Context: an optimization exercise on an open-source flow, tuned for small area and a short achievable clock period. The choices shown serve that exercise and are no tape-out recipe.
RTL that was checked went through simulation tests only; none was proved equivalent to the original.
For runs 1, 3 and 4, only the layout was checked, not whether the RTL still works.
No activity file was given, so power comes from the tool's default toggle rates.

==> flow/design.v <==
module fdc_pll (
    input  wire [10:0] counter,
    input  wire        ended_r,
    input  wire [4:0]  inc5,
    input  wire [2:0]  pcnt,
    input  wire [1:0]  fcls,
    input  wire        dir,
    input  wire [1:0]  hist,
    input  wire        lat_v,
    input  wire [2:0]  lat_c,
    output wire [10:0] cnext,      
    output wire        ended_n,    
    output wire [4:0]  inc5_n,     
    output wire [2:0]  pcnt_dec,   
    output wire [2:0]  cT,         
    output wire [2:0]  pcnt_T,     
    output wire [1:0]  fcls_T
);
    localparam [1:0] F_NONE = 2'd0, F_SAME = 2'd1, F_M1 = 2'd2;
    wire pnz  = pcnt != 3'd0;
    wire pgt1 = pcnt[2] | pcnt[1];
    wire fact = (fcls == F_SAME && pnz) || (fcls == F_M1 && pgt1);
    wire [4:0] inc_up = (inc5 == 5'd31) ? inc5 : inc5 + 5'd1;
    wire [4:0] inc_dn = (inc5 == 5'd6)  ? inc5 : inc5 - 5'd1;
    assign inc5_n   = fact ? (dir ? inc_dn : inc_up) : inc5;
    assign pcnt_dec = pnz ? pcnt - 3'd1 : 3'd0;
    wire [5:0] c_hi = counter[10:5];
    wire [5:0] r1   = {1'b0, counter[4:0]} + {1'b0, inc5};        
    wire [6:0] r2   = {2'b0, counter[4:0]} + {1'b0, inc5, 1'b0};  
    wire [5:0] l2   = {1'b0, counter[4:0]} + 6'd2;
    wire [10:0] s_fast = {c_hi + 6'd8 + {5'd0, l2[5]}, l2[4:0]};    
    wire [10:0] s_slow = {c_hi + 6'd1 + {5'd0, l2[5]}, l2[4:0]};    
    wire [10:0] s_inc  = {c_hi + 6'd4 + {5'd0, r1[5]}, r1[4:0]};    
    assign cnext = pnz ? (dir ? s_slow : s_fast) : s_inc;
    function ge_split(input [5:0] ch, input [6:0] r, input [10:0] t);
        begin
            ge_split = (ch > t[10:5]) ||
                       (ch == t[10:5]         && r >= {2'b00, t[4:0]}) ||
                       (ch == t[10:5] - 6'd1  && r >= {2'b00, t[4:0]} + 7'd32) ||
                       (ch == t[10:5] - 6'd2  && r >= {2'b00, t[4:0]} + 7'd64) ||
                       (ch == t[10:5] - 6'd3  && r >= {2'b00, t[4:0]} + 7'd96);
        end
    endfunction
    wire fup = (fcls == F_SAME) && !dir && inc5 != 5'd31;
    wire fdn = (fcls == F_SAME) &&  dir && inc5 != 5'd6;
    wire [6:0] r1x = {1'b0, r1};
    reg  end_pre;
    always @* begin
        if (pgt1)          end_pre = dir ? (counter >= 11'd1980) : (counter >= 11'd1532);
        else if (pcnt[0])  end_pre = dir ? (fdn ? ge_split(c_hi, r1x, 11'd1887) : ge_split(c_hi, r1x, 11'd1886))
                                         : (fup ? ge_split(c_hi, r1x, 11'd1661) : ge_split(c_hi, r1x, 11'd1662));
        else               end_pre = ge_split(c_hi, r2, 11'd1792);
    end
    assign ended_n = !ended_r && end_pre;
    assign cT = lat_v ? lat_c : counter[10:8];
    wire [1:0] qT = cT[2] ? cT[1:0] : ~cT[1:0];
    assign pcnt_T = {1'b0, qT} + 3'd1;
    assign fcls_T = ((hist == 2'd0 && !cT[2]) || (hist == 2'd3 && cT[2])) ? F_SAME :
                    (hist == 2'd1 || hist == 2'd2) ? F_M1 : F_NONE;
endmodule
module fdc_live (
    input  wire        bv,         
    input  wire [15:0] shift,
    input  wire [15:0] sync_r,
    input  wire [2:0]  bcnt,
    input  wire        st_sync,
    input  wire        ctl10,
    input  wire        st_wait,    
    output wire        m1,         
    output wire        m0,         
    output wire        c8,         
    output wire        spm1,       
    output wire        spm0,
    output wire        sps1,       
    output wire        sps0,
    output wire        due1,       
    output wire        due0,
    output wire [2:0]  bcnt_inc
);
    wire hi_eq = (shift[14:0] == sync_r[15:1]);
    assign m1   = hi_eq &  sync_r[0];
    assign m0   = hi_eq & ~sync_r[0];
    assign c8   = (bcnt == 3'd7);
    wire   ok   = c8 | !st_sync;
    assign spm1 = bv & m1 & ok;
    assign spm0 = bv & m0 & ok;
    assign sps1 = spm1 & ctl10 & st_wait;
    assign sps0 = spm0 & ctl10 & st_wait;
    assign due1 = bv & (c8 | (st_sync ? !m1 : m1));
    assign due0 = bv & (c8 | (st_sync ? !m0 : m0));
    assign bcnt_inc = bcnt + 3'd1;
endmodule
module fdc_dma (
    input  wire [15:0] len,
    input  wire [31:0] A,
    input  wire        F,
    input  wire [15:0] B,
    input  wire [1:0]  H,
    output wire [13:0] len_dec,    
    output wire        len_one,    
    output wire        len_nz,     
    output wire [31:0] L           
);
    localparam [1:0] H_NONE = 2'd0, H_HI = 2'd1, H_LO = 2'd2, H_ZERO = 2'd3;
    assign len_dec = len[13:0] - 14'd1;
    assign len_one = len[13:0] == 14'd1;
    assign len_nz  = len[13:0] != 14'd0;
    wire [31:0] Ainc = A + {30'd0, F, 1'b0};
    assign L = {H == H_HI ? B : H == H_ZERO ? 16'd0 : Ainc[31:16],
                H == H_LO ? B : H == H_ZERO ? 16'd0 : Ainc[15:0]};
endmodule
module fdc_read (
    input  wire        clk,
    input  wire        rst,
    input  wire        drive_active,
    input  wire        flux,
    input  wire        wr_en,
    input  wire [2:0]  wr_port,
    input  wire [15:0] wr_data,
    input  wire        rd_en,
    output wire [15:0] status,
    output reg         mem_we,
    output wire [31:0] mem_addr,
    output wire [15:0] mem_wdata,
    output reg         irq_sync,
    output reg         irq_done
);
    localparam [2:0] S_IDLE = 3'b000, S_WAIT = 3'b110, S_BYTE0 = 3'b100, S_BYTE1 = 3'b101;
    localparam [1:0] H_NONE = 2'd0, H_HI = 2'd1, H_LO = 2'd2, H_ZERO = 2'd3;
    reg running;
    reg run_st, run_st2;
    reg [10:0] counter;   
    reg        ended_r;   
    reg [4:0]  inc5;      
    reg [1:0]  hist;
    reg [2:0]  pcnt;
    reg [1:0]  fcls;
    reg        dir;
    reg        lat_v;     
    reg [2:0]  lat_c;     
    reg [15:0] shift;
    reg [2:0]  bcnt;      
    reg        st_sync, st_ready;
    reg [7:0]  st_data;
    reg [15:0] len;       
    reg [15:0] pend;      
    reg        pz;
    reg [15:0] sync_r;
    reg        ctl10;
    reg        dmaen;     
    reg [2:0]  state;
    reg [7:0]  hi;        
    reg [31:0] A;         
    reg        F;
    reg [15:0] B;
    reg [1:0]  H;
    wire start = drive_active && !running;
    wire [10:0] cnext;
    wire        ended_n;
    wire [4:0]  inc5_n;
    wire [2:0]  pcnt_dec, cT, pcnt_T;
    wire [1:0]  fcls_T;
    fdc_pll u_pll (
        .counter(counter), .ended_r(ended_r), .inc5(inc5), .pcnt(pcnt), .fcls(fcls),
        .dir(dir), .hist(hist), .lat_v(lat_v), .lat_c(lat_c),
        .cnext(cnext), .ended_n(ended_n), .inc5_n(inc5_n), .pcnt_dec(pcnt_dec),
        .cT(cT), .pcnt_T(pcnt_T), .fcls_T(fcls_T)
    );
    wire v = lat_v | flux;           
    wire bv = running & ended_r;     
    wire m1, m0, c8, spm1, spm0, sps1, sps0, due1, due0;
    wire [2:0] bcnt_inc;
    fdc_live u_live (
        .bv(bv), .shift(shift), .sync_r(sync_r), .bcnt(bcnt), .st_sync(st_sync),
        .ctl10(ctl10), .st_wait(state[1]),
        .m1(m1), .m0(m0), .c8(c8), .spm1(spm1), .spm0(spm0), .sps1(sps1), .sps0(sps0),
        .due1(due1), .due0(due0), .bcnt_inc(bcnt_inc)
    );
    wire match    = v ? m1 : m0;
    wire sp_match = v ? spm1 : spm0;
    wire sps      = v ? sps1 : sps0;     
    wire due      = v ? due1 : due0;     
    wire bv8      = bv & c8;             
    wire spb      = bv8 & !sps;
    wire [7:0] byte_v = {shift[6:0], v};
    wire [13:0] len_dec;
    wire        len_one, len_nz;
    wire [31:0] L;
    fdc_dma u_dma (
        .len(len), .A(A), .F(F), .B(B), .H(H),
        .len_dec(len_dec), .len_one(len_one), .len_nz(len_nz), .L(L)
    );
    wire st_b0 = state == S_BYTE0;
    wire wd    = bv8 & state[0];         
    wire xfer  = wd & len_one;
    wire [2:0] state_s = sps ? S_BYTE0 :
                         (bv8 & st_b0) ? S_BYTE1 :
                         wd ? (len_one ? S_IDLE : S_BYTE0) : state;
    wire [15:0] len_s  = wd ? {len[15:14], len_dec} : len;
    wire lens_nz = wd ? !len_one : len_nz;
    wire wr_len  = wr_en && wr_port == 3'd0;
    wire wr_sync = wr_en && wr_port == 3'd1;
    wire wr_ctl  = wr_en && wr_port == 3'd2;
    wire wr_den  = wr_en && wr_port == 3'd3;
    wire wr_ph   = wr_en && wr_port == 3'd5;
    wire wr_pl   = wr_en && wr_port == 3'd6;
    wire port_ok = wr_en && wr_port != 3'd4 && wr_port != 3'd7;
    wire len_eq  = !pz && wr_data == pend;
    wire len_acc = wr_len && (!wr_data[15] || len_eq);
    wire [15:0] len_w = len_acc ? wr_data : len_s;
    wire ctl_w   = wr_ctl ? wr_data[10] : ctl10;
    wire den_w   = wr_den ? (wr_data[9] & wr_data[4]) : dmaen;
    wire en_s    = len[15] && dmaen && lens_nz;
    reg  enabled;
    always @* begin
        case (wr_port)
            3'd0:    enabled = wr_data[15] && (len_eq ? (dmaen && wr_data[13:0] != 14'd0) : en_s);
            3'd3:    enabled = len[15] && wr_data[9] && wr_data[4] && lens_nz;
            default: enabled = en_s;
        endcase
    end
    wire [2:0] state_w = !port_ok ? state_s :
                         !enabled ? S_IDLE :
                         state_s[2] ? state_s : (ctl_w ? S_WAIT : S_BYTE0);
    always @(posedge clk) begin
        running <= drive_active;
        run_st  <= drive_active && !rst;
        run_st2 <= drive_active || rst;
        B <= wr_data;
        A <= L;         
        if (wr_len) pend <= wr_data;      
        if (bv8 && st_b0) hi <= byte_v;   
        if (rst) begin
            counter <= 11'd0; ended_r <= 1'b0; inc5 <= 5'd18; hist <= 2'd0;
            pcnt <= 3'd0; lat_v <= 1'b0;
            shift <= 16'd0; bcnt <= 3'd0; st_sync <= 1'b0; st_ready <= 1'b0; st_data <= 8'd0;
            len <= 16'd0; pz <= 1'b1; sync_r <= 16'd0; ctl10 <= 1'b0; dmaen <= 1'b0;
            state <= S_IDLE;
            F <= 1'b0; H <= H_ZERO;
            mem_we <= 1'b0; irq_sync <= 1'b0; irq_done <= 1'b0;
        end else begin
            if (start) begin
                counter <= 11'd0; ended_r <= 1'b0; inc5 <= 5'd18; hist <= 2'd0;
                pcnt <= 3'd0; lat_v <= 1'b0;
            end else if (running) begin
                counter <= cnext;
                ended_r <= ended_n;
                inc5    <= inc5_n;
                if (ended_r) begin
                    lat_v <= 1'b0;
                    if (v) begin
                        pcnt <= pcnt_T; fcls <= fcls_T; dir <= cT[2];
                        hist <= {cT[2], hist[1]};
                    end else begin
                        pcnt <= 3'd0;
                    end
                end else begin
                    lat_v <= v;
                    lat_c <= cT;
                    pcnt  <= pcnt_dec;
                end
            end
            if (start) begin
                shift <= 16'd0; bcnt <= 3'd0;
            end else if (bv) begin
                shift <= {shift[14:0], v};
                bcnt  <= (sps || c8) ? 3'd0 : bcnt_inc;
            end
            if (due)
                st_sync <= match;
            if (spb) begin
                st_data  <= byte_v;
                st_ready <= 1'b1;
            end else if (rd_en && running)
                st_ready <= 1'b0;
            len   <= len_w;
            if (wr_len) pz <= 1'b0;
            if (wr_sync) sync_r <= wr_data;
            ctl10 <= ctl_w;
            dmaen <= den_w;
            state <= state_w;
            F <= wd;
            H <= wr_ph ? H_HI : wr_pl ? H_LO : H_NONE;
            mem_we   <= wd;
            irq_sync <= sp_match;
            irq_done <= xfer;
        end
    end
    assign mem_addr  = A;
    assign mem_wdata = {hi, st_data};
    assign status[15:8] = run_st  ? {st_ready, state[2], 1'b0, st_sync, 4'd0} : 8'd0;
    assign status[7:0]  = run_st2 ? st_data : 8'd0;
endmodule
==> flow/flow/run.sh <==
#!/bin/bash
# Standard ORFS layout (the standard.sh) with these changes:
#  - port buffers are sky130_fd_sc_hd__buf_2 instead of the resizer's default
#    choice (a delay cell);
#  - clock tree synthesis without dummy loads;
#  - the slow multi-input OR cells are not used (synthesis maps to NOR/NAND
#    forms instead); they are added to the platform's own don't-use list.
set -euo pipefail
export BUFFER_PORTS_ARGS="-buffer_cell sky130_fd_sc_hd__buf_2"
export CTS_ARGS="-sink_clustering_enable -repair_clock_nets -buf_list sky130_fd_sc_hd__clkbuf_8 -dont_use_dummy_load"
platform="sky130_fd_sc_hd__lpflow_bleeder_1 sky130_fd_sc_hd__lpflow_clkbufkapwr_1 sky130_fd_sc_hd__lpflow_clkbufkapwr_16 sky130_fd_sc_hd__lpflow_clkbufkapwr_2 sky130_fd_sc_hd__lpflow_clkbufkapwr_4 sky130_fd_sc_hd__lpflow_clkbufkapwr_8 sky130_fd_sc_hd__lpflow_clkinvkapwr_1 sky130_fd_sc_hd__lpflow_clkinvkapwr_16 sky130_fd_sc_hd__lpflow_clkinvkapwr_2 sky130_fd_sc_hd__lpflow_clkinvkapwr_4 sky130_fd_sc_hd__lpflow_clkinvkapwr_8 sky130_fd_sc_hd__lpflow_decapkapwr_12 sky130_fd_sc_hd__lpflow_decapkapwr_3 sky130_fd_sc_hd__lpflow_decapkapwr_4 sky130_fd_sc_hd__lpflow_decapkapwr_6 sky130_fd_sc_hd__lpflow_decapkapwr_8 sky130_fd_sc_hd__lpflow_inputiso0n_1 sky130_fd_sc_hd__lpflow_inputiso0p_1 sky130_fd_sc_hd__lpflow_inputiso1n_1 sky130_fd_sc_hd__lpflow_inputiso1p_1 sky130_fd_sc_hd__lpflow_inputisolatch_1 sky130_fd_sc_hd__lpflow_isobufsrc_1 sky130_fd_sc_hd__lpflow_isobufsrc_16 sky130_fd_sc_hd__lpflow_isobufsrc_2 sky130_fd_sc_hd__lpflow_isobufsrc_4 sky130_fd_sc_hd__lpflow_isobufsrc_8 sky130_fd_sc_hd__lpflow_isobufsrckapwr_16 sky130_fd_sc_hd__lpflow_lsbuf_lh_hl_isowell_tap_1 sky130_fd_sc_hd__lpflow_lsbuf_lh_hl_isowell_tap_2 sky130_fd_sc_hd__lpflow_lsbuf_lh_hl_isowell_tap_4 sky130_fd_sc_hd__lpflow_lsbuf_lh_isowell_4 sky130_fd_sc_hd__lpflow_lsbuf_lh_isowell_tap_1 sky130_fd_sc_hd__lpflow_lsbuf_lh_isowell_tap_2 sky130_fd_sc_hd__lpflow_lsbuf_lh_isowell_tap_4 sky130_fd_sc_hd__probe_p_8 sky130_fd_sc_hd__probec_p_8 "
slow=""
for c in or3_1 or3_2 or3_4 or3b_1 or3b_2 or3b_4 or4_1 or4_2 or4_4 or4b_1 or4b_2 or4b_4 or4bb_1 or4bb_2 or4bb_4; do
  slow="$slow sky130_fd_sc_hd__$c"
done
bash standard.sh "DONT_USE_CELLS=$platform$slow" finish > standard_flow.log 2>&1
==> flow/standard.sh <==
#!/bin/bash
# synth_recipe.tcl (not shown) runs the flow's synth.tcl, then flattens the netlist and writes it again
# the make line also repeats each setting of config.mk as NAME=value (left out here)
make -C /OpenROAD-flow-scripts/flow DESIGN_CONFIG=/design/flow/config.mk WORK_HOME=/design/flow/orfs CLKGATE_MAP_FILE= SYNTH_SCRIPT=/design/flow/synth_recipe.tcl "${@:-finish}"
==> flow/config.mk <==
export PLATFORM = sky130hd
export DESIGN_NAME = fdc_read
export DESIGN_NICKNAME = fdc_read
export VERILOG_FILES = /design/flow/design.v
export SDC_FILE = /design/flow/constraint.sdc
export NUM_CORES = 4
export LEC_CHECK = 0
export CAP_MARGIN = 20
export CORE_MARGIN = 2
export CORE_UTILIZATION = 70
export SETUP_SLACK_MARGIN = 4.4
export SLEW_MARGIN = 20
==> flow/constraint.sdc <==
create_clock -name core_clock -period 7.0 [get_ports {clk}]
set_input_delay 1.4000 -clock core_clock [delete_from_list [all_inputs] [get_ports {clk}]]
set_output_delay 1.4000 -clock core_clock [all_outputs]
set_load 0.01 [all_outputs]
==> run_results.csv, run 1 <==
group,metric,value,unit
status,status,"finished clean",
die,core_area,11900,sq um
grt,grt_max_degree,62,
sta,slew_violations,0,
finish,stdcell_count,1129,
sta,fmax,383,MHz
placement,placed_cell_area,8980,sq um
placement,place_ws,3.37,ns
yosys,synth.area.mux_share,2.40,%
sta,fin_skew,0.0230,ns
detailed_routing,drt_iter0_markers,530,
detailed_routing,drt-pass1-iter-count,5,
yosys,yosys.area.top_type,"dfxtp_1",
placement,dp_cells,1107,
yosys,yosysWarnings,2,
sta,layout_min_cycle_time,2.61,ns
clock_network,clk_latency,0.46,ns
clock_network,ctsHtreeMaxLevel,4,
clock_network,ctsLongestPathBuffers,2,
critical_path,critPathMaxFanout,6,
sta,fin_crit_sh,37.3,%
critical_path,cp_data_arrival_time,2.98,ns
yosys,ys_seq_elements,174,
detailed_routing,vias,6828,
die,die_x,114,um
critical_path,reg2reg_depth,9,
yosys,synth.distinct_cells,77,
critical_path,worst-setup-path-type,"input port to flip-flop",
yosys,synth_compound_area_share,13.0,%
detailed_routing,detail-route-antenna-nets,0,
die,die_h,114,um
critical_path,regToRegStartpoint,"counter[1]",
critical_path,end_kind,"flip-flop",
yosys,avgSynthCellArea,9.24,sq um
finish,design_area,9420,sq um
yosys,synthArstFlopShare,0,%
hold_path,hold_path_depth,2,
yosys,synth_fa_ha_area_share,5.13,%
sta,rsz0062_at_grt,"yes",
die,num_rows,40,
hold_path,holdCritPathClass,"flip-flop to flip-flop",
grt,grt_pass1_vias,6623,
placement,port_buffers,86,
critical_path,timing.rr.end,"ended_r",
yosys,ys_seq_area_share,44.7,%
critical_path,crit_slowest_cell,"a2111oi_4",
yosys,synth-xor-area-share,9.29,%
detailed_routing,wl,19900,um
grt,antenna_found_initial,0,
critical_path,cp-start-kind,"input port",
yosys,yosys.area_share.simple,21.1,%
flow_run,maxCapViolCount,0,
clock_network,clockRootBuffer,"clkbuf_8",
finish,diodes,0,
yosys,synth_edf_count,31,
yosys,synth.most_common_cell,"dfxtp_1",
die,initial_core_util,71.3,%
yosys,synth-main-ff-cell,"dfxtp_1",
critical_path,cpPeakStageDelay,0.33,ns
finish,area_growth,11.0,%
sta,setup_slack,4.39,ns
hold_path,holdPathEnd,"A[25]",
critical_path,crit_required,7.37,ns
grt,grt-ovfl-total,0,
yosys,yosysTopAreaCellShare,33.7,%
grt,grt_pass1_wl,31500,um
detailed_routing,viasPerCell,6.05,
finish,drive_gt1_share,17.3,%
die,ioPinCount,92,
pwr,p_leak,3.67,nW
pwr,powerDensity,190,nW/um^2
clock_network,cts.sinks,174,
placement,hpwlAfterDp,14000,um
yosys,synth_area,8490,sq um
pwr,vdd_drop_max,0.151,mV
clock_network,cts_tree,"built",
detailed_routing,wl_per_cell,17.6,um
hold_path,min_from,"B[9]",
placement,place_congestion,0.924,
sta,hold_viol_final,0,
sta,slew_headroom,49.3,%
sta,setup_viol,0,
clock_network,clk_pin_slew,0.08,ns
critical_path,r2r_setup_slack,4.52,ns
clock_network,cts_buffers,17,
sta,worst_slew_pin_slew,0.753,ns
die,die_area,13000,sq um
sta,finalSetupTns,0,ns
yosys,ys_top_cells_by_count,"143 x dfxtp_1, 110 x nand2_1, 78 x nor2_1",
critical_path,worstPathCellList,"buf_2 > xnor2_2 > nand3_1 > nor3_2 > and4b_1 > and4_4 > o21ai_4 > a2111oi_4",
yosys,synth_cells,919,
yosys,synth_area_leaders,"dfxtp_1 34%, edfxtp_1 11%, xnor2_1 6.3%",
finish,final_nets,1042,
yosys,synth_top_family_by_area,"simple AND/OR/NAND/NOR gates",
grt,grt_usage,30.8,%
detailed_routing,drc,0,
==> kinds of logic (layout without fill, tap and decap cells) <==
kind of cell,count (synthesis),after routing
xor+xnor,90,90
buf+inv,86,145
compound gates,171,171
simple gates,344,344
other cells,1,5
flops,174,174
fa+ha+maj,33,33
mux,20,20
==> flip-flops by register name, summed over array words and instances (netlist names), 5 cells and up <==
signal   flops
len         15
B           16
inc5         5
counter     11
shift       15
pend        16
sync_r      16
hi           8
A           32
st_data      8
==> metal layers <==
| layer | GRT usage [%] | part of all wire (%) | vias up | routed length, um |
|---|---|---|---|---|
| li1 | - | - | 3322 | - |
| met5 | 0 | 0 | - | 0 |
| met1 | 37.9 | 42 | 3226 | 8430 |
| met2 | 50.9 | 49 | 227 | 9730 |
| met3 | 5.56 | 5.2 | 53 | 1030 |
| met4 | 17.7 | 3.5 | 0 | 702 |
==> report_power, final <==
part / internal, mW / switching [mW]
combinational: 0.0769 / 0.106
clock: 0.214 / 0.305
sequential: 1.05 / 0.0367
total: 1.34 / 0.448
==> placed cells by master (no fill, tap or decap), drive strengths merged, types with 10 or more instances in the layout <==
cell / n
a211oi: 18
edfxtp: 31
nor2: 80
clkbuf: 19
nand4: 18
mux2i: 17
o22ai: 17
nand3: 30
nand2: 111
ha: 30
xnor2: 61
nand3b: 18
nor4: 10
inv: 32
and2: 18
dfxtp: 143
xor2: 29
o21ai: 34
nor3: 18
a21oi: 62
buf: 94
==> worst max-delay path: cells and delay by family <==
family                 cells  cell delay (ns)
AND/OR/NAND/NOR            4             0.84
AO/OA/AOI/OAI              2             0.39
buffers and inverters      1             0.21
XOR/XNOR                   1             0.13
==> cell type report <==
type	instances	area, sq um
Sequential cell	174	3800
Multi-Input combinational cell	663	4510
Tap cell	147	184
Timing Repair Buffer	96	578
Clock buffer	17	234
Inverter	32	120
Fill cell	827	2490
==> worst max-delay path by stage <==
stage / end / slack, ns / from / depth (start not counted)
global placement: bcnt[0] / 3.47 / rst / 5
finish: state[0] / 4.39 / wr_data[13] / 8
CTS: state[0] / 4.40 / wr_data[14] / 8
floorplan: state[0] / 4.36 / wr_data[1] / 7
global route: state[0] / 4.33 / wr_data[2] / 8
detailed placement: bcnt[0] / 3.37 / rst / 5
==> metrics by stage <==
stage                     util (%)  power [mW]  hold WS (ns)
after floorplan                  -        1.22         0.431
after global placement        75.4        1.27         0.447
after detailed placement      75.4        1.28         0.452
after CTS                     77.6        1.78         0.464
after global routing          79.1        1.85         0.477
final                         79.1        1.79         0.464
==> repair_timing <==
item,4_1_cts,5_1_grt
resized for setup,9,39
endpoints found under the setup margin,59,12
hold buffers,0,0
pin swaps,2,11
gates cloned,0,0
endpoints found under the hold margin,0,0
setup buffers,0,5
==> run 2: changes to the inputs <==
--- a/flow/design.v
+++ b/flow/design.v
@@ -129,5 +129,5 @@
     localparam [1:0] H_NONE = 2'd0, H_HI = 2'd1, H_LO = 2'd2, H_ZERO = 2'd3;
     reg running;
-    reg run_st, run_st2;
+    reg run_st;     
     reg [10:0] counter;   
     reg        ended_r;   
@@ -226,5 +226,4 @@
         running <= drive_active;
         run_st  <= drive_active && !rst;
-        run_st2 <= drive_active || rst;
         B <= wr_data;
         A <= L;         
@@ -289,5 +288,4 @@
     assign mem_addr  = A;
     assign mem_wdata = {hi, st_data};
-    assign status[15:8] = run_st  ? {st_ready, state[2], 1'b0, st_sync, 4'd0} : 8'd0;
-    assign status[7:0]  = run_st2 ? st_data : 8'd0;
-endmodule
+    assign status = run_st ? {st_ready, state[2], 1'b0, st_sync, 4'd0, st_data} : 16'd0;
+endmodule
--- a/flow/flow/run.sh
+++ b/flow/flow/run.sh
@@ -1,5 +1,5 @@
 #!/bin/bash
 # Standard ORFS layout (the standard.sh) with these changes:
-#  - port buffers are sky130_fd_sc_hd__buf_2 instead of the resizer's default
+#  - port buffers are sky130_fd_sc_hd__buf_1 instead of the resizer's default
 #    choice (a delay cell);
 #  - clock tree synthesis without dummy loads;
@@ -7,5 +7,5 @@
 #    forms instead); they are added to the platform's own don't-use list.
 set -euo pipefail
-export BUFFER_PORTS_ARGS="-buffer_cell sky130_fd_sc_hd__buf_2"
+export BUFFER_PORTS_ARGS="-buffer_cell sky130_fd_sc_hd__buf_1"
 export CTS_ARGS="-sink_clustering_enable -repair_clock_nets -buf_list sky130_fd_sc_hd__clkbuf_8 -dont_use_dummy_load"
 platform="sky130_fd_sc_hd__lpflow_bleeder_1 sky130_fd_sc_hd__lpflow_clkbufkapwr_1 sky130_fd_sc_hd__lpflow_clkbufkapwr_16 sky130_fd_sc_hd__lpflow_clkbufkapwr_2 sky130_fd_sc_hd__lpflow_clkbufkapwr_4 sky130_fd_sc_hd__lpflow_clkbufkapwr_8 sky130_fd_sc_hd__lpflow_clkinvkapwr_1 sky130_fd_sc_hd__lpflow_clkinvkapwr_16 sky130_fd_sc_hd__lpflow_clkinvkapwr_2 sky130_fd_sc_hd__lpflow_clkinvkapwr_4 sky130_fd_sc_hd__lpflow_clkinvkapwr_8 sky130_fd_sc_hd__lpflow_decapkapwr_12 sky130_fd_sc_hd__lpflow_decapkapwr_3 sky130_fd_sc_hd__lpflow_decapkapwr_4 sky130_fd_sc_hd__lpflow_decapkapwr_6 sky130_fd_sc_hd__lpflow_decapkapwr_8 sky130_fd_sc_hd__lpflow_inputiso0n_1 sky130_fd_sc_hd__lpflow_inputiso0p_1 sky130_fd_sc_hd__lpflow_inputiso1n_1 sky130_fd_sc_hd__lpflow_inputiso1p_1 sky130_fd_sc_hd__lpflow_inputisolatch_1 sky130_fd_sc_hd__lpflow_isobufsrc_1 sky130_fd_sc_hd__lpflow_isobufsrc_16 sky130_fd_sc_hd__lpflow_isobufsrc_2 sky130_fd_sc_hd__lpflow_isobufsrc_4 sky130_fd_sc_hd__lpflow_isobufsrc_8 sky130_fd_sc_hd__lpflow_isobufsrckapwr_16 sky130_fd_sc_hd__lpflow_lsbuf_lh_hl_isowell_tap_1 sky130_fd_sc_hd__lpflow_lsbuf_lh_hl_isowell_tap_2 sky130_fd_sc_hd__lpflow_lsbuf_lh_hl_isowell_tap_4 sky130_fd_sc_hd__lpflow_lsbuf_lh_isowell_4 sky130_fd_sc_hd__lpflow_lsbuf_lh_isowell_tap_1 sky130_fd_sc_hd__lpflow_lsbuf_lh_isowell_tap_2 sky130_fd_sc_hd__lpflow_lsbuf_lh_isowell_tap_4 sky130_fd_sc_hd__probe_p_8 sky130_fd_sc_hd__probec_p_8 "
==> run_results.csv, run 2 <==
group,metric,value,unit
status,status,"finished clean",
clock_network,cts_buffers,17,
critical_path,cp-start-kind,"input port",
placement,place_congestion,0.906,
die,initial_core_util,70.8,%
yosys,yosys.area.top_type,"dfxtp_1",
pwr,switching_share,25.8,%
grt,grt-ovfl-total,0,
critical_path,crit_slowest_cell,"inv_1",
sta,fmax,380,MHz
hold_path,min_from,"pz",
critical_path,path_buf_inv,2,
yosys,yosysWarnings,2,
yosys,ys_seq_elements,173,
detailed_routing,wl_per_cell,17.8,um
grt,grt_pass1_vias,6457,
pwr,powerDensity,196,nW/um^2
yosys,synth_edf_count,31,
clock_network,cts.sinks,173,
finish,largest_reg_flops,32,
critical_path,worstPathCellList,"buf_1 > nor2b_1 > nand2_1 > inv_1",
die,die_h,114,um
die,die_area,12900,sq um
finish,diodes,0,
clock_network,clk_latency,0.47,ns
sta,fin_crit_sh,37.6,%
finish,final_nets,1052,
die,core_area,11900,sq um
pwr,intPower,1.33,mW
sta,hold_viol_final,0,
grt,grt_pass1_wl,32400,um
pwr,switching_power,462,uW
yosys,synth.most_common_cell,"dfxtp_1",
sta,worst_slew_pin_slew,0.721,ns
sta,layout_min_cycle_time,2.63,ns
sta,rsz0062_at_grt,"yes",
critical_path,r2r_setup_slack,4.58,ns
pwr,p_clk_share,29.1,%
grt,grt_max_degree,52,
critical_path,critPathMaxFanout,16,
hold_path,holdCritPathClass,"flip-flop to flip-flop",
detailed_routing,viasPerCell,6.14,
yosys,synth.distinct_cells,63,
clock_network,ctsHtreeMaxLevel,4,
finish,area_growth,8.83,%
die,ioPinCount,92,
flow_run,maxCapViolCount,0,
clock_network,cts_tree,"built",
yosys,synth-main-ff-cell,"dfxtp_1",
yosys,avgSynthCellArea,9.07,sq um
detailed_routing,detail-route-antenna-nets,0,
detailed_routing,vias,6994,
pwr,p_leak,3.39,nW
finish,top_register,"A",
critical_path,end_kind,"flip-flop",
clock_network,clockRootBuffer,"clkbuf_8",
placement,port_buffers,86,
critical_path,critPathTopFamily,"buffers and inverters",
pwr,comb_power_share,10.1,%
critical_path,cp_data_arrival_time,2.71,ns
yosys,synthArstFlopShare,0,%
placement,hpwlAfterDp,14200,um
sta,slew_headroom,51.8,%
yosys,yosysTopAreaCellShare,33.8,%
grt,antenna_found_initial,0,
critical_path,worst-setup-path-type,"input port to flip-flop",
critical_path,regToRegStartpoint,"counter[2]",
finish,layout_common_cells,"135 x dfxtp_1, 119 x nand2_1, 79 x nor2_1, 65 x buf_1, 54 x a21oi_1",
yosys,synth_area_leaders,"dfxtp_1 34%, edfxtp_1 11%, xnor2_1 5.4%",
sta,finalSetupTns,0,ns
clock_network,clk_pin_slew,0.07,ns
sta,hold_slack,0.471,ns
sta,setup_viol,0,
pwr,pwr-share-seq,60.8,%
critical_path,crit_required,7.08,ns
critical_path,cpPeakStageDelay,0.57,ns
detailed_routing,wl,20300,um
grt,grt_usage,31.8,%
finish,stdcell_count,1139,
pwr,vdd_drop_max,0.164,mV
detailed_routing,drc,0,
detailed_routing,drt-pass1-iter-count,6,
sta,slew_violations,0,
sta,fin_skew,0.0314,ns
clock_network,ctsLongestPathBuffers,2,
yosys,ys_seq_area_share,44.9,%
detailed_routing,drt_iter0_markers,462,
critical_path,critPathLaunch,"wr_en",
finish,final_common_cell,"dfxtp_1",
yosys,ys_top_cells_by_count,"142 x dfxtp_1, 119 x nand2_1, 80 x nor2_1",
die,num_rows,40,
die,die_x,114,um
yosys,synth_area,8400,sq um
placement,dp_cells,1116,
finish,drive_gt1_share,8.87,%
yosys,synth_cells,926,
run 2: cell count changes after synthesis, moves of 5 or more:
cell     delta
nand3_1    +12
nand2_1     +9
xnor2_1     -9
xor2_1      +9
a21oi_1     -6
and3_1      +6
o31ai_1     +6
o21ai_0     +5
run 2: layout make-up:
type	instances	area, sq um
fill	838	2720
tap	147	184
sequential	173	3780
timing repair buffer	96	434
clock buffer	17	234
inverter	30	113
multi-input combinational	676	4390
run 2: cell families after synthesis:
| group | Yosys count | synth area share [%] |
|---|---|---|
| AOI/OAI and AO/OA | 172 | 12.6 |
| xor gates and xnor gates | 90 | 9.38 |
| adders and majority gates | 33 | 5.18 |
| buffers and inverters | 83 | 4.29 |
| DFF | 173 | 44.9 |
| muxes | 22 | 2.65 |
| other | 1 | 0.0446 |
| and+or+nand+nor | 352 | 20.9 |
run 2: per-stage QoR:
step	setup WS [ns]	total power [mW]	cell area (sq um)	util [%]
floorplan	4.34	1.22	8450	-
global placement	3.62	1.27	8730	73.6
detailed placement	3.53	1.28	8750	73.7
CTS	4.38	1.79	9020	76.1
global route	4.32	1.86	9140	77.1
finish	4.37	1.80	9140	77.1
run 2: layer usage:
| metal | global-route usage, % | wire [um] |
|---|---|---|
| met1 | 40.9 | 8620 |
| met2 | 53.9 | 9970 |
| met3 | 7.65 | 1250 |
| met4 | 8.62 | 453 |
| met5 | 0 | 0 |
run 2: power groups by stage:
stage          Sequential, mW  Combinational (mW)  Clock, mW
2_1_floorplan            1.10               0.121          0
3_3_place_gp             1.11               0.166          0
3_5_place_dp             1.11               0.173          0
4_1_cts                  1.09               0.176      0.523
5_1_grt                  1.09               0.202      0.567
6_report                 1.09               0.182      0.522
run 2: repair_timing:
item | in CTS | in global routing
endpoints found under the setup margin | 30 | 59
hold buffers | 0 | 0
endpoints found under the hold margin | 0 | 0
buffers inserted | 1 | 3
gates resized for setup | 21 | 25
gates cloned | 0 | 2
pin swaps | 1 | 4
run 2: tightest hold or removal path: cells and delay by family, from the launching register on:
family,cells,cell delay [ns]
flip-flops,1,0.32
AND/OR/NAND/NOR,2,0.11
run 2: path summary, 6_finish.rpt:
check | to | cells after the start
setup / recovery | pend[2] | 4
setup reg to reg | counter[9] | 10
hold reg to reg | pz | 2
hold / removal | pz | 2
==> run 3: changes to the inputs <==
--- a/flow/design.v
+++ b/flow/design.v
@@ -102,11 +102,11 @@
     output wire [31:0] L           
 );
-    localparam [1:0] H_NONE = 2'd0, H_HI = 2'd1, H_LO = 2'd2, H_ZERO = 2'd3;
+    localparam [1:0] H_NONE = 2'd0, H_HI = 2'd1, H_LO = 2'd2, H_BOTH = 2'd3;
     assign len_dec = len[13:0] - 14'd1;
     assign len_one = len[13:0] == 14'd1;
     assign len_nz  = len[13:0] != 14'd0;
     wire [31:0] Ainc = A + {30'd0, F, 1'b0};
-    assign L = {H == H_HI ? B : H == H_ZERO ? 16'd0 : Ainc[31:16],
-                H == H_LO ? B : H == H_ZERO ? 16'd0 : Ainc[15:0]};
+    assign L = {H[0] ? B : Ainc[31:16],      
+                H[1] ? B : Ainc[15:0]};      
 endmodule
 module fdc_read (
@@ -127,5 +127,5 @@
 );
     localparam [2:0] S_IDLE = 3'b000, S_WAIT = 3'b110, S_BYTE0 = 3'b100, S_BYTE1 = 3'b101;
-    localparam [1:0] H_NONE = 2'd0, H_HI = 2'd1, H_LO = 2'd2, H_ZERO = 2'd3;
+    localparam [1:0] H_NONE = 2'd0, H_HI = 2'd1, H_LO = 2'd2, H_BOTH = 2'd3;
     reg running;
     reg run_st;     
@@ -226,6 +226,6 @@
         running <= drive_active;
         run_st  <= drive_active && !rst;
-        B <= wr_data;
-        A <= L;         
+        B <= rst ? 16'd0 : wr_data;    
+        A <= L;
         if (wr_len) pend <= wr_data;      
         if (bv8 && st_b0) hi <= byte_v;   
@@ -236,5 +236,5 @@
             len <= 16'd0; pz <= 1'b1; sync_r <= 16'd0; ctl10 <= 1'b0; dmaen <= 1'b0;
             state <= S_IDLE;
-            F <= 1'b0; H <= H_ZERO;
+            F <= 1'b0; H <= H_BOTH;
             mem_we <= 1'b0; irq_sync <= 1'b0; irq_done <= 1'b0;
         end else begin
--- a/flow/flow/run.sh
+++ b/flow/flow/run.sh
@@ -1,5 +1,5 @@
 #!/bin/bash
 # Standard ORFS layout (the standard.sh) with these changes:
-#  - port buffers are sky130_fd_sc_hd__buf_1 instead of the resizer's default
+#  - port buffers are sky130_fd_sc_hd__buf_2 instead of the resizer's default
 #    choice (a delay cell);
 #  - clock tree synthesis without dummy loads;
@@ -7,5 +7,5 @@
 #    forms instead); they are added to the platform's own don't-use list.
 set -euo pipefail
-export BUFFER_PORTS_ARGS="-buffer_cell sky130_fd_sc_hd__buf_1"
+export BUFFER_PORTS_ARGS="-buffer_cell sky130_fd_sc_hd__buf_2"
 export CTS_ARGS="-sink_clustering_enable -repair_clock_nets -buf_list sky130_fd_sc_hd__clkbuf_8 -dont_use_dummy_load"
 platform="sky130_fd_sc_hd__lpflow_bleeder_1 sky130_fd_sc_hd__lpflow_clkbufkapwr_1 sky130_fd_sc_hd__lpflow_clkbufkapwr_16 sky130_fd_sc_hd__lpflow_clkbufkapwr_2 sky130_fd_sc_hd__lpflow_clkbufkapwr_4 sky130_fd_sc_hd__lpflow_clkbufkapwr_8 sky130_fd_sc_hd__lpflow_clkinvkapwr_1 sky130_fd_sc_hd__lpflow_clkinvkapwr_16 sky130_fd_sc_hd__lpflow_clkinvkapwr_2 sky130_fd_sc_hd__lpflow_clkinvkapwr_4 sky130_fd_sc_hd__lpflow_clkinvkapwr_8 sky130_fd_sc_hd__lpflow_decapkapwr_12 sky130_fd_sc_hd__lpflow_decapkapwr_3 sky130_fd_sc_hd__lpflow_decapkapwr_4 sky130_fd_sc_hd__lpflow_decapkapwr_6 sky130_fd_sc_hd__lpflow_decapkapwr_8 sky130_fd_sc_hd__lpflow_inputiso0n_1 sky130_fd_sc_hd__lpflow_inputiso0p_1 sky130_fd_sc_hd__lpflow_inputiso1n_1 sky130_fd_sc_hd__lpflow_inputiso1p_1 sky130_fd_sc_hd__lpflow_inputisolatch_1 sky130_fd_sc_hd__lpflow_isobufsrc_1 sky130_fd_sc_hd__lpflow_isobufsrc_16 sky130_fd_sc_hd__lpflow_isobufsrc_2 sky130_fd_sc_hd__lpflow_isobufsrc_4 sky130_fd_sc_hd__lpflow_isobufsrc_8 sky130_fd_sc_hd__lpflow_isobufsrckapwr_16 sky130_fd_sc_hd__lpflow_lsbuf_lh_hl_isowell_tap_1 sky130_fd_sc_hd__lpflow_lsbuf_lh_hl_isowell_tap_2 sky130_fd_sc_hd__lpflow_lsbuf_lh_hl_isowell_tap_4 sky130_fd_sc_hd__lpflow_lsbuf_lh_isowell_4 sky130_fd_sc_hd__lpflow_lsbuf_lh_isowell_tap_1 sky130_fd_sc_hd__lpflow_lsbuf_lh_isowell_tap_2 sky130_fd_sc_hd__lpflow_lsbuf_lh_isowell_tap_4 sky130_fd_sc_hd__probe_p_8 sky130_fd_sc_hd__probec_p_8 "
==> run_results.csv, run 3 <==
group,metric,value,unit
status,status,"finished clean",
grt,grt_usage,32.6,%
grt,grtUsageMet1,39.7,%
critical_path,cp-start-kind,"input port",
die,die_x,115,um
yosys,synth.most_common_cell,"dfxtp_1",
placement,placed_cell_area,9070,sq um
sta,slew_violations,0,
clock_network,cts_buffers,17,
detailed_routing,drt-pass1-iter-count,5,
finish,final_common_cell,"nand2_1",
yosys,synth_area,8590,sq um
critical_path,worstPathCellList,"buf_4 > xor2_2 > nor4_2 > nand4_1 > nand3b_4 > a21o_4 > buf_12 > mux2_4",
detailed_routing,viasPerCell,6.10,
sta,layout_min_cycle_time,2.74,ns
yosys,synth_edf_count,31,
grt,use_met3,5.38,%
grt,grt_busiest_layer,"met2",
die,num_rows,40,
die,ioPinCount,92,
grt,grt_pass1_vias,6762,
sta,rsz0062_at_grt,"yes",
critical_path,critPathMaxFanout,5,
die,core_area,12000,sq um
clock_network,ctsLongestPathBuffers,2,
critical_path,reg2reg_depth,9,
yosys,ys_top_cells_by_count,"142 x dfxtp_1, 139 x nand2_1, 75 x nor2_1",
yosys,ys_seq_elements,173,
die,die_h,115,um
yosys,synth.distinct_cells,73,
clock_network,clockRootBuffer,"clkbuf_8",
grt,grt_pass1_wl,33400,um
yosys,yosysWarnings,2,
critical_path,cp_data_arrival_time,3.07,ns
grt,grt-ovfl-total,0,
flow_run,maxCapViolCount,0,
critical_path,worst-setup-path-type,"input port to flip-flop",
sta,slew_headroom,35.6,%
detailed_routing,drc,0,
sta,hold_viol_final,0,
sta,finalSetupTns,0,ns
detailed_routing,drt_iter0_markers,474,
critical_path,crit_cells,8,
yosys,synthArstFlopShare,0,%
yosys,yosys.area.top_type,"dfxtp_1",
grt,grt_use_met2,55.6,%
critical_path,end_kind,"flip-flop",
critical_path,critPathTopFamily,"simple AND/OR/NAND/NOR gates",
hold_path,holdCritPathClass,"flip-flop to flip-flop",
finish,top_register,"A",
detailed_routing,vias,7134,
clock_network,cts.sinks,173,
finish,seq_area,3780,sq um
clock_network,ctsHtreeMaxLevel,4,
finish,largest_reg_flops,32,
detailed_routing,detail-route-antenna-nets,0,
sta,fin_crit_sh,39.1,%
pwr,p_leak,3.77,nW
placement,port_buffers,86,
grt,grt_max_degree,43,
yosys,avgSynthCellArea,9.04,sq um
critical_path,crit_required,7.34,ns
finish,final_nets,1082,
clock_network,clk_pin_slew,0.09,ns
hold_path,hold_path_depth,2,
sta,worst_slew_pin_slew,0.964,ns
critical_path,path_buf_inv,2,
critical_path,cpPeakStageDelay,0.30,ns
sta,fmax,365,MHz
yosys,synth-main-ff-cell,"dfxtp_1",
finish,drive_gt1_share,16.9,%
finish,multi_input_area,4650,sq um
pwr,vdd_drop_max,0.169,mV
finish,nFillCells,814,
detailed_routing,wl_per_cell,18.1,um
placement,place_congestion,0.917,
finish,diodes,0,
grt,antenna_found_initial,0,
finish,area_growth,11.3,%
clock_network,cts_tree,"built",
finish,layout_common_cells,"139 x nand2_1, 138 x dfxtp_1, 78 x buf_2, 74 x nor2_1, 56 x a21oi_1",
yosys,synth_area_leaders,"dfxtp_1 33%, edfxtp_1 11%, nand2_1 6.1%",
critical_path,crit_slowest_cell,"nor4_2",
finish,design_area,9560,sq um
placement,hpwlAfterDp,15200,um
die,die_area,13200,sq um
pwr,powerDensity,189,nW/um^2
sta,setup_viol,0,
detailed_routing,wl,21200,um
yosys,yosysTopAreaCellShare,33.1,%
sta,fin_skew,0.0242,ns
yosys,synth_cells,950,
clock_network,clk_latency,0.46,ns
die,initial_core_util,71.5,%
yosys,ys_seq_area_share,43.9,%
## run 3: cell types whose count changed after synthesis, moves of 15 or more
cell / before / now
nand2_1: 119 / 139
nand3_1: 41 / 23
nand3b_1: 17 / 2
nor2b_1: 4 / 25
o21ai_0: 37 / 19
o21ai_1: 0 / 30
o22ai_1: 19 / 1
## run 3: routing by layer
| metal | up-vias | part of all wire, % |
|---|---|---|
| met5 | - | 0 |
| met4 | 0 | 4.4 |
| met3 | 56 | 5.6 |
| met2 | 282 | 50 |
| met1 | 3382 | 40 |
| li1 | 3414 | - |
## run 3: tightest hold or removal path: cells and delay by family, from the launching register on
family	cells	cell delay [ns]
AOI/OAI and AO/OA	1	0.05
DFF	1	0.32
and+or+nand+nor	1	0.06
## run 3: where the power goes
part	internal [mW]	switching [mW]	total, mW
sequential	1.05	0.0466	1.09
clock	0.214	0.304	0.518
combinational	0.0793	0.112	0.191
total	1.34	0.462	1.80
## run 3: stage by stage
| stage | setup slack, ns | util, % | hold WS (ns) | total power [mW] | std cells |
|---|---|---|---|---|---|
| floorplan | 4.15 | - | 0.420 | 1.23 | 954 |
| global placement | 3.56 | 75.5 | 0.435 | 1.28 | 1143 |
| detailed placement | 3.58 | 75.5 | 0.448 | 1.29 | 1143 |
| CTS | 4.28 | 78.9 | 0.448 | 1.80 | 1169 |
| global route | 4.24 | 79.6 | 0.480 | 1.87 | 1169 |
| finish | 4.26 | 79.6 | 0.454 | 1.80 | 1169 |
## run 3: worst paths after layout
path	startpoint	endpoint	slack (ns)
worst max-delay path	wr_data[5]	len[0]	4.26
worst min-delay path	B[5]	A[21]	0.45
worst max register to register	inc5[0]	ended_r	4.54
worst min register to register	B[5]	A[21]	0.45
## run 3: cell families (layout without fill, tap and decap cells)
| family | after synthesis | after routing | share of synthesized area [%] |
|---|---|---|---|
| muxes | 36 | 36 | 4.75 |
| DFF | 173 | 173 | 43.9 |
| other | 1 | 5 | 0.0436 |
| and+or+nand+nor | 378 | 378 | 21.8 |
| buffers and inverters | 79 | 147 | 3.90 |
| AOI/OAI and AO/OA | 164 | 164 | 11.8 |
| xor gates and xnor gates | 86 | 86 | 8.77 |
| adders and majority gates | 33 | 33 | 5.07 |
## run 3: cell type report
class | instances | share of cell area (%)
sequential | 173 | 39.5
clock buffer | 17 | 2.45
timing repair buffer | 99 | 6.27
tap | 147 | 1.92
inverter | 31 | 1.26
multi-input combinational | 702 | 48.6
## run 3: what timing repair did
| item | CTS | global route |
|---|---|---|
| hold buffers | 0 | 0 |
| resized for setup | 24 | 25 |
| endpoints found under the setup margin | 37 | 41 |
| pin swaps | 8 | 12 |
| buffers inserted | 9 | 0 |
==> run 4: changes to the inputs <==
--- a/flow/design.v
+++ b/flow/design.v
@@ -1,5 +1,4 @@
 module fdc_pll (
     input  wire [10:0] counter,
-    input  wire        ended_r,
     input  wire [4:0]  inc5,
     input  wire [2:0]  pcnt,
@@ -27,5 +26,4 @@
     wire [5:0] c_hi = counter[10:5];
     wire [5:0] r1   = {1'b0, counter[4:0]} + {1'b0, inc5};        
-    wire [6:0] r2   = {2'b0, counter[4:0]} + {1'b0, inc5, 1'b0};  
     wire [5:0] l2   = {1'b0, counter[4:0]} + 6'd2;
     wire [10:0] s_fast = {c_hi + 6'd8 + {5'd0, l2[5]}, l2[4:0]};    
@@ -33,24 +31,6 @@
     wire [10:0] s_inc  = {c_hi + 6'd4 + {5'd0, r1[5]}, r1[4:0]};    
     assign cnext = pnz ? (dir ? s_slow : s_fast) : s_inc;
-    function ge_split(input [5:0] ch, input [6:0] r, input [10:0] t);
-        begin
-            ge_split = (ch > t[10:5]) ||
-                       (ch == t[10:5]         && r >= {2'b00, t[4:0]}) ||
-                       (ch == t[10:5] - 6'd1  && r >= {2'b00, t[4:0]} + 7'd32) ||
-                       (ch == t[10:5] - 6'd2  && r >= {2'b00, t[4:0]} + 7'd64) ||
-                       (ch == t[10:5] - 6'd3  && r >= {2'b00, t[4:0]} + 7'd96);
-        end
-    endfunction
-    wire fup = (fcls == F_SAME) && !dir && inc5 != 5'd31;
-    wire fdn = (fcls == F_SAME) &&  dir && inc5 != 5'd6;
-    wire [6:0] r1x = {1'b0, r1};
-    reg  end_pre;
-    always @* begin
-        if (pgt1)          end_pre = dir ? (counter >= 11'd1980) : (counter >= 11'd1532);
-        else if (pcnt[0])  end_pre = dir ? (fdn ? ge_split(c_hi, r1x, 11'd1887) : ge_split(c_hi, r1x, 11'd1886))
-                                         : (fup ? ge_split(c_hi, r1x, 11'd1661) : ge_split(c_hi, r1x, 11'd1662));
-        else               end_pre = ge_split(c_hi, r2, 11'd1792);
-    end
-    assign ended_n = !ended_r && end_pre;
+    assign ended_n = pnz ? (dir ? counter >= 11'd2014 : counter >= 11'd1790)
+                         : (c_hi[5:2] == 4'b1111) || (c_hi == 6'b111011 && r1[5]);
     assign cT = lat_v ? lat_c : counter[10:8];
     wire [1:0] qT = cT[2] ? cT[1:0] : ~cT[1:0];
@@ -102,11 +82,11 @@
     output wire [31:0] L           
 );
-    localparam [1:0] H_NONE = 2'd0, H_HI = 2'd1, H_LO = 2'd2, H_BOTH = 2'd3;
+    localparam [1:0] H_NONE = 2'd0, H_HI = 2'd1, H_LO = 2'd2, H_ZERO = 2'd3;
     assign len_dec = len[13:0] - 14'd1;
     assign len_one = len[13:0] == 14'd1;
     assign len_nz  = len[13:0] != 14'd0;
     wire [31:0] Ainc = A + {30'd0, F, 1'b0};
-    assign L = {H[0] ? B : Ainc[31:16],      
-                H[1] ? B : Ainc[15:0]};      
+    assign L = {H == H_HI ? B : H == H_ZERO ? 16'd0 : Ainc[31:16],
+                H == H_LO ? B : H == H_ZERO ? 16'd0 : Ainc[15:0]};
 endmodule
 module fdc_read (
@@ -127,9 +107,8 @@
 );
     localparam [2:0] S_IDLE = 3'b000, S_WAIT = 3'b110, S_BYTE0 = 3'b100, S_BYTE1 = 3'b101;
-    localparam [1:0] H_NONE = 2'd0, H_HI = 2'd1, H_LO = 2'd2, H_BOTH = 2'd3;
+    localparam [1:0] H_NONE = 2'd0, H_HI = 2'd1, H_LO = 2'd2, H_ZERO = 2'd3;
     reg running;
     reg run_st;     
     reg [10:0] counter;   
-    reg        ended_r;   
     reg [4:0]  inc5;      
     reg [1:0]  hist;
@@ -162,9 +141,10 @@
     wire [1:0]  fcls_T;
     fdc_pll u_pll (
-        .counter(counter), .ended_r(ended_r), .inc5(inc5), .pcnt(pcnt), .fcls(fcls),
+        .counter(counter), .inc5(inc5), .pcnt(pcnt), .fcls(fcls),
         .dir(dir), .hist(hist), .lat_v(lat_v), .lat_c(lat_c),
         .cnext(cnext), .ended_n(ended_n), .inc5_n(inc5_n), .pcnt_dec(pcnt_dec),
         .cT(cT), .pcnt_T(pcnt_T), .fcls_T(fcls_T)
     );
+    wire ended_r = ended_n;         
     wire v = lat_v | flux;           
     wire bv = running & ended_r;     
@@ -226,23 +206,22 @@
         running <= drive_active;
         run_st  <= drive_active && !rst;
-        B <= rst ? 16'd0 : wr_data;    
-        A <= L;
+        B <= wr_data;
+        A <= L;         
         if (wr_len) pend <= wr_data;      
         if (bv8 && st_b0) hi <= byte_v;   
         if (rst) begin
-            counter <= 11'd0; ended_r <= 1'b0; inc5 <= 5'd18; hist <= 2'd0;
+            counter <= 11'd0; inc5 <= 5'd18; hist <= 2'd0;
             pcnt <= 3'd0; lat_v <= 1'b0;
             shift <= 16'd0; bcnt <= 3'd0; st_sync <= 1'b0; st_ready <= 1'b0; st_data <= 8'd0;
             len <= 16'd0; pz <= 1'b1; sync_r <= 16'd0; ctl10 <= 1'b0; dmaen <= 1'b0;
             state <= S_IDLE;
-            F <= 1'b0; H <= H_BOTH;
+            F <= 1'b0; H <= H_ZERO;
             mem_we <= 1'b0; irq_sync <= 1'b0; irq_done <= 1'b0;
         end else begin
             if (start) begin
-                counter <= 11'd0; ended_r <= 1'b0; inc5 <= 5'd18; hist <= 2'd0;
+                counter <= 11'd0; inc5 <= 5'd18; hist <= 2'd0;
                 pcnt <= 3'd0; lat_v <= 1'b0;
             end else if (running) begin
                 counter <= cnext;
-                ended_r <= ended_n;
                 inc5    <= inc5_n;
                 if (ended_r) begin
==> run_results.csv, run 4 <==
group,metric,value,unit
status,status,"finished clean",
die,die_h,112,um
grt,grt_pass1_wl,32100,um
sta,slew_headroom,34.1,%
yosys,avgSynthCellArea,9.16,sq um
hold_path,holdPathEnd,"sync_r[4]",
sta,slew_violations,0,
critical_path,worstPathCellList,"buf_6 > nor2_4 > inv_4 > xnor2_2 > nand3_2 > nor4_4 > nand3b_1 > buf_6 > mux2i_2 > nor2_1",
detailed_routing,drc,0,
hold_path,hold_path_depth,2,
clock_network,clk_latency,0.45,ns
critical_path,crit_top_cell,"buf_6",
critical_path,r2r_setup_slack,4.36,ns
detailed_routing,vias,6972,
placement,port_buffers,86,
sta,finalSetupTns,0,ns
sta,rsz0062_at_grt,"yes",
yosys,synthArstFlopShare,0,%
critical_path,reg2reg_depth,9,
placement,hpwlAfterDp,13800,um
yosys,synth-main-ff-cell,"dfxtp_1",
yosys,ys_top_cells_by_count,"141 x dfxtp_1, 134 x nand2_1, 80 x nor2_1",
finish,diodes,0,
grt,grt_usage,31.9,%
detailed_routing,drt_iter0_markers,701,
placement,placed_cell_area,8590,sq um
yosys,yosys.area.top_type,"dfxtp_1",
critical_path,critPathMaxFanout,5,
yosys,synth.most_common_cell,"dfxtp_1",
detailed_routing,viasPerCell,6.26,
critical_path,timing.rr.end,"st_data[0]",
critical_path,regToRegStartpoint,"pcnt[1]",
clock_network,ctsLongestPathBuffers,2,
critical_path,crit_required,7.31,ns
pwr,p_leak,3.71,nW
critical_path,cp_data_arrival_time,3.05,ns
clock_network,clk_pin_slew,0.07,ns
critical_path,cp-start-kind,"input port",
clock_network,cts_hold_buf,0,
finish,top_register,"A",
yosys,ys_seq_elements,172,
yosys,synth_area_leaders,"dfxtp_1 35%, edfxtp_1 11%, nand2_1 6.2%",
pwr,powerDensity,191,nW/um^2
finish,final_nets,1026,
finish,drive_gt1_share,19.7,%
grt,antenna_found_initial,0,
sta,hold_viol_final,0,
yosys,ys_seq_area_share,46.2,%
critical_path,cpPeakStageDelay,0.42,ns
hold_path,min_from,"sync_r[4]",
clock_network,cts_buffers,17,
yosys,synth_area,8120,sq um
finish,area_growth,14.0,%
yosys,synth.distinct_cells,69,
grt,grt-ovfl-total,0,
clock_network,cts.sinks,172,
die,num_rows,39,
detailed_routing,detail-route-antenna-nets,0,
hold_path,holdCritPathClass,"flip-flop to flip-flop",
finish,layout_common_cells,"138 x dfxtp_1, 133 x nand2_1, 75 x buf_2, 74 x nor2_1, 59 x a21oi_1",
clock_network,cts_tree,"built",
yosys,synth_edf_count,31,
detailed_routing,wl_per_cell,18.6,um
critical_path,crit_slowest_cell,"nor4_4",
die,ioPinCount,92,
die,initial_core_util,71.4,%
grt,grt_max_degree,55,
critical_path,worst-setup-path-type,"input port to flip-flop",
sta,worst_slew_pin_slew,0.987,ns
sta,fmax,366,MHz
sta,layout_min_cycle_time,2.74,ns
placement,place_congestion,0.875,
sta,fin_skew,0.0186,ns
sta,fin_crit_sh,39.1,%
sta,setup_viol,0,
clock_network,ctsHtreeMaxLevel,4,
die,core_area,11400,sq um
die,die_area,12500,sq um
yosys,yosysWarnings,1,
yosys,yosysTopAreaCellShare,34.8,%
detailed_routing,drt-pass1-iter-count,5,
die,die_x,112,um
critical_path,end_kind,"flip-flop",
clock_network,clockRootBuffer,"clkbuf_8",
pwr,vdd_drop_max,0.169,mV
finish,nFillCells,725,
finish,design_area,9260,sq um
finish,final_common_cell,"dfxtp_1",
yosys,synth_cells,887,
grt,grt_pass1_vias,6554,
detailed_routing,wl,20700,um
finish,largest_reg_flops,32,
flow_run,maxCapViolCount,0,
## run 4: changes by cell type in the layout (fill, tap and decap cells not counted), moves of 6 or more
cell / change
and2_1: -6
buf_6: +9
inv_2: -6
mux2_4: -12
nand2_1: -6
nand4_1: -8
nor2b_1: -19
nor3_1: -9
nor3_2: +6
nor3b_1: -6
o21ai_0: +32
o21ai_1: -28
xnor2_1: -23
xor2_1: +24
## run 4: area by class of cell
class | count | area, sq um | share of cell area (%)
tap | 143 | 179 | 1.93
multi-input combinational | 650 | 4310 | 46.5
sequential | 172 | 3760 | 40.6
timing repair buffer | 104 | 666 | 7.19
inverter | 28 | 111 | 1.20
clock buffer | 17 | 234 | 2.53
## run 4: power breakdown
group	switching (mW)	total [mW]	internal (mW)	leakage, nW
sequential	0.0419	1.08	1.04	1.44
clock	0.305	0.520	0.215	0.122
combinational	0.0998	0.170	0.0702	2.15
total	0.447	1.77	1.32	3.71
## run 4: cell families (layout without fill, tap and decap cells)
logic type               after synthesis  after routing  share of synthesized area [%]
AND/OR/NAND/NOR                      338            338                           20.3
flip-flops                           172            172                           46.2
AO/OA/AOI/OAI                        171            174                           13.4
XOR/XNOR                              84             84                           9.06
buffers and inverters                 72            149                           3.90
adder cells (fa/ha/maj)               28             28                           4.50
multiplexers                          21             21                           2.63
other                                  1              5                         0.0462
## run 4: per-stage QoR
| step | power, mW | hold WS, ns | setup slack, ns | utilization [%] | instances |
|---|---|---|---|---|---|
| 2_1_floorplan | 1.19 | 0.417 | 4.18 | - | 891 |
| 3_3_place_gp | 1.25 | 0.439 | 3.66 | 75.6 | 1078 |
| 3_5_place_dp | 1.25 | 0.456 | 3.58 | 75.6 | 1078 |
| 4_1_cts | 1.76 | 0.471 | 4.39 | 79.1 | 1101 |
| 5_1_grt | 1.83 | 0.499 | 4.15 | 81.4 | 1114 |
| 6_report | 1.77 | 0.472 | 4.26 | 81.4 | 1114 |
## run 4: per-layer routing
layer	track usage (%)	wire length (um)	vias to the layer above	part of all wire, %
li1	-	-	3215	-
met1	43.3	8660	3345	42
met2	51.2	9910	350	48
met3	5.61	1500	62	7.2
met4	12.9	610	0	3.0
met5	0	0	-	0
## run 4: worst max path at each step
stage	endpoint	start
after detailed placement	st_data[5]	flux
after global routing	len[7]	wr_data[11]
after CTS	st_data[0]	flux
final	st_data[0]	flux
after global placement	len[11]	wr_data[10]
after floorplan	st_data[0]	flux
## run 4: what timing repair did
action / CTS / global route
setup buffers: 4 / 12
gates resized for setup: 28 / 39
gates cloned: 2 / 1
pin swaps: 18 / 11
setup endpoints to repair: 77 / 50
## run 4: critical path: cells and delay by family
kind | cells | cell delay, ns
XOR/XNOR | 1 | 0.16
multiplexers | 1 | 0.22
AND/OR/NAND/NOR | 5 | 0.95
buffers and inverters | 3 | 0.31

[separate check: timing with driven ports]
How much do the figures lean on ideal ports? The routed layouts below were timed once more, with nothing changed but the port constraints.
Step 1, drivers: a clkbuf_16 drives clk and a buf_2 each remaining input, both assumed.
Step 2 times the ports against the registers' clock, not the clock port: input delays grow and output delays shrink by t, the midpoint of the rising clock arrivals with the driver on.
a / b / c = no drivers / after step 1 / after step 2; a / b = the first two.
run | t, ns | setup WS [ns] | pins driven straight from the clock port
run 1 | 0.486 | 4.390 / 4.378 / 3.891 | 1
run 2 | 0.491 | 4.368 / 4.347 / 3.856 | 1
run 3 | 0.485 | 4.260 / 4.254 / 3.769 | 1
run 4 | 0.482 | 4.265 / 4.267 / 3.787 | 1
After both steps setup and hold are still met in every run listed. The setup slack of run 2, which loses most, moves by -0.021 ns with the drivers and by -0.512 ns with both steps.
